This is an optimization exercise on Yosys and OpenROAD, whose aim is small area, a short achievable clock period and few clock cycles, not a production implementation. Only simulation tests tie the RTL to the original design; equivalence was not proved. No activity file was given, so power comes from the tool's default toggle rates.

==> flow/design.v <==
module lcdc (
    input  wire        clk,
    input  wire        rst,       
    input  wire        req,
    input  wire        we,
    input  wire [17:0] addr,
    input  wire [31:0] wdata,
    input  wire [3:0]  wstrb,
    output reg         rsp,
    output reg         rsp_err,
    output reg  [31:0] rdata
);
    localparam BUF_BYTES = 32;
    localparam NB        = 8 * BUF_BYTES;    
    localparam PAT_MAX   = 32;
    localparam OP_CONFIGURE     = 4'h1;
    localparam OP_DECODE_BYTES  = 4'h2;
    localparam OP_DECODE_BITS   = 4'h3;
    localparam OP_BYTES_TO_BITS = 4'h4;
    localparam OP_BITS_TO_BYTES = 4'h5;
    localparam OP_INT_TO_BITS   = 4'h6;
    localparam OP_BITS_TO_INT   = 4'h7;
    localparam E_CONFIG   = 4'h1;
    localparam E_ENCODING = 4'h2;
    localparam E_ILLEGAL  = 4'h3;
    localparam E_RANGE    = 4'h4;
    localparam E_NOTCFG   = 4'h5;
    localparam E_LOCKED   = 4'h6;
    localparam S_IDLE   = 3'd0;
    localparam S_START  = 3'd1;
    localparam S_COPY   = 3'd2;
    localparam S_TOINT  = 3'd3;
    localparam S_DECODE = 3'd4;
    reg [31:0] cmd_q;
    reg        busy, done, err, pad, cfg_valid;
    reg [3:0]  err_code;
    reg [31:0] in_len_q, in_nbits_q, arg_q, result_q;
    reg [5:0]  out_len_q;
    reg [8:0]  out_nbits_q;
    reg [31:0] one_pat_q, zero_pat_q;
    reg [5:0]  one_len_q, zero_len_q;
    reg [NB-1:0] in_vec;
    reg [NB-1:0] out_vec;
    reg [2:0]  state;
    reg [8:0]  n;         
    reg [8:0]  k;         
    reg [8:0]  cur;       
    reg [31:0] acc;       
    wire [3:0] op    = cmd_q[3:0];
    wire       inv   = cmd_q[4];
    wire       rev   = cmd_q[5];
    wire [5:0] width = cmd_q[13:8];
    wire [1:0]  region = addr[17:16];
    wire [15:0] off    = addr[15:0];
    wire misaligned = addr[1:0] != 2'b00;
    wire is_reg     = region == 2'd0 && off < 16'h0038;
    wire is_in      = region == 2'd1 && off < BUF_BYTES;
    wire is_out     = region == 2'd2 && off < BUF_BYTES;
    wire mapped     = is_reg || is_in || is_out;
    wire [3:0] word = off[5:2];    
    wire reg_ro     = is_reg && (word == 4'd1 || word == 4'd5 || word == 4'd6 ||
                                 word == 4'd7 || word == 4'd12 || word == 4'd13);
    wire reg_lock   = is_reg && (word >= 4'd8 && word <= 4'd11);
    wire wr_bad = busy || wstrb != 4'hF || reg_ro || is_out || (reg_lock && cfg_valid);
    wire bad    = misaligned || !mapped || (we && wr_bad);
    wire wr_ok  = req && we && !bad;
    wire issue  = wr_ok && is_reg && word == 4'd0;
    reg [31:0] rd_val;
    always @(*) begin
        rd_val = 32'h0;
        if (is_reg) begin
            case (word)
                4'd0:  rd_val = cmd_q;
                4'd1:  rd_val = {20'h0, err_code, 3'b000, cfg_valid, pad, err, done, busy};
                4'd2:  rd_val = in_len_q;
                4'd3:  rd_val = in_nbits_q;
                4'd4:  rd_val = arg_q;
                4'd5:  rd_val = result_q;
                4'd6:  rd_val = {26'h0, out_len_q};
                4'd7:  rd_val = {23'h0, out_nbits_q};
                4'd8:  rd_val = one_pat_q;
                4'd9:  rd_val = {26'h0, one_len_q};
                4'd10: rd_val = zero_pat_q;
                4'd11: rd_val = {26'h0, zero_len_q};
                4'd12: rd_val = BUF_BYTES;
                4'd13: rd_val = PAT_MAX;
                default: rd_val = 32'h0;
            endcase
        end else if (is_in) begin
            rd_val = in_vec[NB-1-32*off[4:2] -: 32];
        end else if (is_out) begin
            rd_val = out_vec[NB-1-32*off[4:2] -: 32];
        end
    end
    always @(posedge clk) begin
        if (rst) begin
            rsp     <= 1'b0;
            rsp_err <= 1'b0;
            rdata   <= 32'h0;
        end else begin
            rsp     <= req;
            rsp_err <= req && bad;
            rdata   <= (req && !we && !bad) ? rd_val : 32'h0;
        end
    end
    always @(posedge clk) begin
        if (wr_ok && is_in)
            in_vec[NB-1-32*off[4:2] -: 32] <= wdata;
    end
    reg        legal;
    reg [3:0]  chk_code;       
    always @(*) begin
        legal = 1'b0;
        if (cmd_q[7:6] == 2'b00 && cmd_q[31:14] == 18'h0) begin
            case (op)
                OP_CONFIGURE, OP_DECODE_BYTES, OP_DECODE_BITS,
                OP_BYTES_TO_BITS, OP_BITS_TO_BYTES:
                    legal = !inv && !rev && width == 6'd0;
                OP_INT_TO_BITS: legal = !inv && !rev;
                OP_BITS_TO_INT: legal = width == 6'd0;
                default:        legal = 1'b0;
            endcase
        end
        chk_code = 4'h0;
        if (!legal)
            chk_code = E_ILLEGAL;
        else begin
            case (op)
                OP_CONFIGURE:
                    if (cfg_valid)
                        chk_code = E_LOCKED;
                    else if (one_len_q == 6'd0 || one_len_q > PAT_MAX ||
                             zero_len_q == 6'd0 || zero_len_q > PAT_MAX)
                        chk_code = E_CONFIG;
                OP_DECODE_BYTES:
                    if (!cfg_valid)                chk_code = E_NOTCFG;
                    else if (in_len_q > BUF_BYTES) chk_code = E_RANGE;
                OP_DECODE_BITS:
                    if (!cfg_valid)                chk_code = E_NOTCFG;
                    else if (in_nbits_q > NB)      chk_code = E_RANGE;
                OP_BYTES_TO_BITS:
                    if (in_len_q > BUF_BYTES)      chk_code = E_RANGE;
                OP_BITS_TO_BYTES:
                    if (in_nbits_q > NB)           chk_code = E_RANGE;
                OP_BITS_TO_INT:
                    if (in_nbits_q > 32)           chk_code = E_RANGE;
                OP_INT_TO_BITS:
                    if (width < 6'd32 && (arg_q >> width) != 32'h0)
                        chk_code = E_ENCODING;
                default: ;
            endcase
        end
    end
    wire in_bit_k = in_vec[NB-1-k];
    wire [6:0] int_idx = {1'b0, width} - 7'd1 - {1'b0, k[5:0]};
    wire int_bit_k = (int_idx < 7'd32) ? arg_q[int_idx[4:0]] : 1'b0;
    wire [8:0] toint_idx = rev ? (n - 9'd1 - k) : k;
    wire toint_bit = inv ^ in_vec[NB-1-toint_idx];
    wire [NB-1:0] shifted = in_vec << cur;
    wire [31:0]   window  = shifted[NB-1 -: 32];
    wire [31:0] one_mask  = ~(32'hFFFF_FFFF >> one_len_q[5:0]);
    wire [31:0] zero_mask = ~(32'hFFFF_FFFF >> zero_len_q[5:0]);
    wire [31:0] one_al    = one_pat_q  << (6'd32 - one_len_q);
    wire [31:0] zero_al   = zero_pat_q << (6'd32 - zero_len_q);
    wire [9:0] one_end  = {1'b0, cur} + {4'b0, one_len_q};
    wire [9:0] zero_end = {1'b0, cur} + {4'b0, zero_len_q};
    wire [8:0] n_p7 = n + 9'd7;
    wire [8:0] k_p7 = k + 9'd7;
    wire one_hit  = one_end  <= {1'b0, n} && ((window & one_mask)  == (one_al  & one_mask));
    wire zero_hit = zero_end <= {1'b0, n} && ((window & zero_mask) == (zero_al & zero_mask));
    task automatic put_bit(input [8:0] idx, input b);
        integer j, p;
        begin
            for (j = 0; j < BUF_BYTES; j = j + 1) begin
                for (p = 0; p < 8; p = p + 1) begin
                    if (idx[7:3] == j[4:0]) begin
                        if (idx[2:0] == p[2:0])
                            out_vec[NB-1-8*j-p] <= b;
                        else if (idx[2:0] == 3'd0)
                            out_vec[NB-1-8*j-p] <= 1'b0;
                    end
                end
            end
        end
    endtask
    always @(posedge clk) begin
        if (rst) begin
            cmd_q       <= 32'h0;
            busy        <= 1'b0;
            done        <= 1'b0;
            err         <= 1'b0;
            pad         <= 1'b0;
            cfg_valid   <= 1'b0;
            err_code    <= 4'h0;
            in_len_q    <= 32'h0;
            in_nbits_q  <= 32'h0;
            arg_q       <= 32'h0;
            result_q    <= 32'h0;
            out_len_q   <= 6'h0;
            out_nbits_q <= 9'h0;
            one_pat_q   <= 32'h0;
            zero_pat_q  <= 32'h0;
            one_len_q   <= 6'h0;
            zero_len_q  <= 6'h0;
            state       <= S_IDLE;
            n           <= 9'h0;
            k           <= 9'h0;
            cur         <= 9'h0;
            acc         <= 32'h0;
        end else begin
            if (wr_ok && is_reg) begin
                case (word)
                    4'd2:  in_len_q   <= wdata;
                    4'd3:  in_nbits_q <= wdata;
                    4'd4:  arg_q      <= wdata;
                    4'd8:  one_pat_q  <= wdata;
                    4'd9:  one_len_q  <= wdata[5:0];
                    4'd10: zero_pat_q <= wdata;
                    4'd11: zero_len_q <= wdata[5:0];
                    default: ;
                endcase
            end
            if (issue) begin
                cmd_q    <= wdata;
                busy     <= 1'b1;
                done     <= 1'b0;
                err      <= 1'b0;
                pad      <= 1'b0;
                err_code <= 4'h0;
                state    <= S_START;
            end
            case (state)
                S_START: begin
                    k   <= 9'd0;
                    cur <= 9'd0;
                    acc <= 32'h0;
                    if (chk_code != 4'h0) begin
                        err      <= 1'b1;
                        err_code <= chk_code;
                        done     <= 1'b1;
                        busy     <= 1'b0;
                        state    <= S_IDLE;
                    end else begin
                        case (op)
                            OP_CONFIGURE: begin
                                cfg_valid <= 1'b1;
                                done      <= 1'b1;
                                busy      <= 1'b0;
                                state     <= S_IDLE;
                            end
                            OP_BYTES_TO_BITS: begin
                                n     <= {in_len_q[5:0], 3'b000};
                                state <= S_COPY;
                            end
                            OP_BITS_TO_BYTES: begin
                                n     <= in_nbits_q[8:0];
                                state <= S_COPY;
                            end
                            OP_INT_TO_BITS: begin
                                n     <= {3'b000, width};
                                state <= S_COPY;
                            end
                            OP_BITS_TO_INT: begin
                                n     <= in_nbits_q[8:0];
                                state <= S_TOINT;
                            end
                            OP_DECODE_BITS: begin
                                n     <= in_nbits_q[8:0];
                                state <= S_DECODE;
                            end
                            default: begin    
                                n     <= {in_len_q[5:0], 3'b000};
                                state <= S_DECODE;
                            end
                        endcase
                    end
                end
                S_COPY: begin
                    if (k == n) begin
                        out_nbits_q <= n;
                        out_len_q   <= n_p7[8:3];
                        pad         <= (op == OP_BITS_TO_BYTES) && n[2:0] != 3'd0;
                        done        <= 1'b1;
                        busy        <= 1'b0;
                        state       <= S_IDLE;
                    end else begin
                        put_bit(k, (op == OP_INT_TO_BITS) ? int_bit_k : in_bit_k);
                        k <= k + 9'd1;
                    end
                end
                S_TOINT: begin
                    if (k == n) begin
                        result_q <= acc;
                        done     <= 1'b1;
                        busy     <= 1'b0;
                        state    <= S_IDLE;
                    end else begin
                        acc <= {acc[30:0], toint_bit};
                        k   <= k + 9'd1;
                    end
                end
                S_DECODE: begin
                    if (one_hit) begin
                        put_bit(k, 1'b1);
                        k   <= k + 9'd1;
                        cur <= one_end[8:0];
                    end else if (zero_hit) begin
                        put_bit(k, 1'b0);
                        k   <= k + 9'd1;
                        cur <= zero_end[8:0];
                    end else begin
                        out_nbits_q <= k;
                        out_len_q   <= k_p7[8:3];
                        pad         <= (op == OP_DECODE_BYTES) && k[2:0] != 3'd0;
                        done        <= 1'b1;
                        busy        <= 1'b0;
                        state       <= S_IDLE;
                    end
                end
                default: ;
            endcase
        end
    end
endmodule
==> flow/run.sh <==
#!/bin/bash
# synth_recipe.tcl (not shown) runs the flow's synth.tcl, then flattens the netlist and writes it again
# the make line also repeats each setting of config.mk as NAME=value (left out here)
make -C /OpenROAD-flow-scripts/flow DESIGN_CONFIG=/design/flow/config.mk WORK_HOME=/design/flow/orfs CLKGATE_MAP_FILE= SYNTH_SCRIPT=/design/flow/synth_recipe.tcl finish
==> flow/config.mk <==
export PLATFORM = sky130hd
export DESIGN_NAME = lcdc
export DESIGN_NICKNAME = lcdc
export VERILOG_FILES = /design/flow/design.v
export SDC_FILE = /design/flow/constraint.sdc
export NUM_CORES = 4
export LEC_CHECK = 0
export CAP_MARGIN = 20
export CORE_MARGIN = 2
export CORE_UTILIZATION = 40
export SLEW_MARGIN = 20
==> flow/constraint.sdc <==
create_clock -name core_clock -period 10.0 [get_ports {clk}]
set_input_delay 2.0000 -clock core_clock [delete_from_list [all_inputs] [get_ports {clk}]]
set_output_delay 2.0000 -clock core_clock [all_outputs]
set_load 0.01 [all_outputs]
==> run notes <==
## area by class of cell
cell class	count	area share (%)
clock inverter	62	0.865
sequential	868	28.4
antenna	15	0.0474
inverter	103	0.502
clock buffer	117	3.26
multi-input combinational	5599	58.4
tap	2370	3.74
timing repair buffer	455	4.76
## power by group
group / total [uW] / leakage, uW / internal (uW) / switching, uW
sequential: 3750 / 0.00757 / 3750 / 0.0885
combinational: 421 / 0.0182 / 121 / 300
clock: 3760 / 0.00162 / 2100 / 1660
## per-stage QoR
stage,cells,setup WS (ps),instance area [um2],util (%),power (uW)
final,9589,2040,79300,43.9,7930
after global routing,9574,1880,79200,43.8,8070
after CTS,9572,2370,79200,43.8,7920
after detailed placement,9393,2390,75900,42.0,4230
after global placement,9392,2190,75900,42.0,4220
after floorplan,7390,1200,72800,-,4040
## path summary, 6_finish.rpt
path / startpoint / to / cells after the start
setup / recovery: cur[3] / out_vec[115] / 16
hold / removal: acc[31] / acc[31] / 2
hold reg to reg: acc[31] / acc[31] / 2
setup reg to reg: cur[3] / out_vec[115] / 16
## placed cells by master, fill, tap and decap left out, drive strengths merged, types with 53 or more instances in the layout
cell type | Yosys | routed
a211oi | 75 | 75
a21o | 87 | 87
a21oi | 487 | 487
a22o | 291 | 291
a22oi | 139 | 139
buf | 281 | 381
clkbuf | 539 | 118
clkdlybuf4s50 | 0 | 73
dfxtp | 356 | 356
edfxtp | 512 | 512
ha | 65 | 65
inv | 96 | 104
mux2 | 211 | 211
mux2i | 562 | 562
mux4 | 596 | 596
nand2 | 1181 | 1181
nand3 | 182 | 182
nor2 | 389 | 389
nor2b | 53 | 53
nor3 | 89 | 89
nor4 | 76 | 76
o211ai | 65 | 65
o21ai | 187 | 187
o22ai | 122 | 122
xnor2 | 58 | 58
## state kept, by name, summed over array words and instances (netlist names), 32 cells and up
name        cells
one_pat_q      32
result_q       32
in_nbits_q     32
out_vec       256
cmd_q          32
arg_q          32
in_len_q       32
in_vec        256
rdata          32
acc            32
zero_pat_q     32
## cells in the mapped netlist (all sizes together), types with 29 or more instances
master	instances
a22o	291
nor3	89
a211oi	75
nand2b	32
nand2	1181
a221oi	38
mux2i	562
clkbuf	539
a22oi	139
mux2	211
mux4	596
a21oi	487
a31oi	32
a21o	87
nand3	182
inv	96
o21ai	187
nor4	76
and2	45
nor2b	53
ha	65
o22ai	122
nor2	389
a32oi	29
xor2	36
nand4	38
buf	281
o211ai	65
edfxtp	512
dfxtp	356
xnor2	58
## layer usage
| metal | GRT usage [%] | wire length (um) | vias up |
|---|---|---|---|
| met3 | 22.6 | 75000 | 1165 |
| met5 | 1.56 | 601 | - |
| met2 | 58.8 | 165000 | 6738 |
| met4 | 21.7 | 26700 | 33 |
| met1 | 63.5 | 174000 | 36722 |
| li1 | - | - | 28003 |
## worst max-delay path: stages, from the launching register on
cell,delay [ps]
dfxtp_4,780
buf_12,380
buf_4,450
mux4_2,360
mux2i_1,750
nor2_1,80
a211oi_1,680
o221ai_1,280
a31oi_1,730
xnor2_1,270
a21oi_1,90
nor4_1,280
nor4b_1,310
nand4_1,290
and2_1,290
or4_4,830
nor2_1,540
## kinds of logic (layout without fill, tap and decap cells)
| logic type | Yosys count | in the layout | synth area share [%] |
|---|---|---|---|
| and+or+nand+nor | 2214 | 2214 | 13.4 |
| AOI/OAI and AO/OA | 1853 | 1853 | 17.9 |
| muxes | 1369 | 1369 | 29.5 |
| buffers and inverters | 923 | 737 | 5.95 |
| DFF | 868 | 868 | 30.9 |
| xor gates and xnor gates | 94 | 94 | 1.13 |
| adders and majority gates | 69 | 69 | 1.23 |
| other | 0 | 15 | 0 |
==> results.sh <==
export IMPL_synth_top_area_cell="edfxtp_1"
export IMPL_cts_max_path_buffers=3
export IMPL_die_area_mm2=0.185
export IMPL_wirelength_um=441000
export IMPL_grt_usage_pct=46.0
export IMPL_drt_pass1_iter_count=10
export IMPL_crit_path_end_kind="register"
export IMPL_cts_tree="built"
export IMPL_die_w_um=431
export IMPL_hpwl_um=330000
export IMPL_yosysWarnings=1
export IMPL_grt_pass1_wl_um=586000
export IMPL_setup_viol=0
export IMPL_hold_class="register to register"
export IMPL_clkTransAtPathRegs_ps=60
export IMPL_grt_overflow=0
export IMPL_post_route_min_period_ps=7960
export IMPL_detail_route_antenna_nets=0
export IMPL_cts_hold_buf=0
export IMPL_nFillCells=17362
export IMPL_synth_edff_count=512
export IMPL_row_count=156
export IMPL_synth_area_leaders="edfxtp_1 (21%), mux4_2 (18%), dfxtp_1 (9.8%)"
export IMPL_crit_fanout=50
export IMPL_num_vias=72661
export IMPL_drc=0
export IMPL_synth_seq_cells=868
export IMPL_syn_inst=7390
export IMPL_ys_flop_type="edfxtp_1"
export IMPL_grt_pass1_vias=64899
export IMPL_async_flop_share_pct=0
export IMPL_critical_path_class="register to register"
export IMPL_vias_per_cell=7.58
export IMPL_p_per_area_mw_per_mm2=100
export IMPL_cts_setup_buffers=0
export IMPL_fin_tns_setup_ps=0
export IMPL_synthesis_area_mm2=0.0728
export IMPL_numClockSinks=868
export IMPL_multi_input_area_mm2=0.0463
export IMPL_ys_seq_area_share_pct=30.9
export IMPL_wl_per_cell_um=46.0
export IMPL_ff_latch_area_mm2=0.0225
export IMPL_start_util_pct=40.3
export IMPL_finalHoldViolations=0
export IMPL_critical_path_arrival_ps=8350
export IMPL_root_buffer="clkbuf_16"
export IMPL_clock_latency_ps=760
export IMPL_synth_area_per_cell_um2=9.85
export IMPL_ys_types=107
export IMPL_r2r_slack_ps=2040
export IMPL_tightest_slew_ps=1380
export IMPL_synth_top_area_share_pct=21.1
export IMPL_fin_worst_skew_ps=71.9
export IMPL_place_congestion=1.09
export IMPL_drive_above_1_share_pct=20.6
export IMPL_htreeDepth=3
export IMPL_max_cap_violations=0
export IMPL_die_y_um=431
export IMPL_drv_slew=0
export IMPL_io_pin_count=92
export IMPL_io_buffers=91
export IMPL_status="no timing/DRC/antenna violations"
export IMPL_fin_nets=7250
export IMPL_antenna_found_initial=48
export IMPL_fmax_ghz=0.126
export IMPL_rsz0062_at_grt="false"
export IMPL_cts_resized=0
export IMPL_grt_max_degree=128
export IMPL_area_growth_pct=8.88
export IMPL_numCtsBuffers=96
export IMPL_start_kind="register"
export IMPL_power_leakage_uw=0.0274
export IMPL_timing_final_crit_share_pct=79.6
export IMPL_worstPathRequired_ps=10390
export IMPL_drt_initial_drc_count=14685
export IMPL_peakVddDrop_uv=123
export IMPL_synth_net_count=7517
export IMPL_core_mm2=0.181
export IMPL_whs_ps=458
export IMPL_relSlewSlack_pct=8.19
Testbench counts, summed over its fixed seeds: cycles 29,136.

## re-timing with driven ports
The flow's constraints put no driver on any port. The routed layout listed below was extracted and timed again, unchanged, in two steps. Step 1 assumes that a clkbuf_16 drives the clock port and a buf_2 every other input. Step 2 adds t to the input delays and takes it off the output delays; t is the mean of the earliest and latest rising clock arrival at the registers after step 1. Input paths then give back, and output paths get back, about the clock's delay inside the block. Slacks: no drivers / after step 1 / after step 2; pairs: no drivers / after step 1.
t (ns): 0.822
slack for setup (ns): 2.039 / 2.039 / 2.039
cell pins on the clock port's net: 1
After both steps this run still meets setup and hold. The setup slack of this run moves by 0.000 ns with the drivers and by 0.000 ns with both steps.
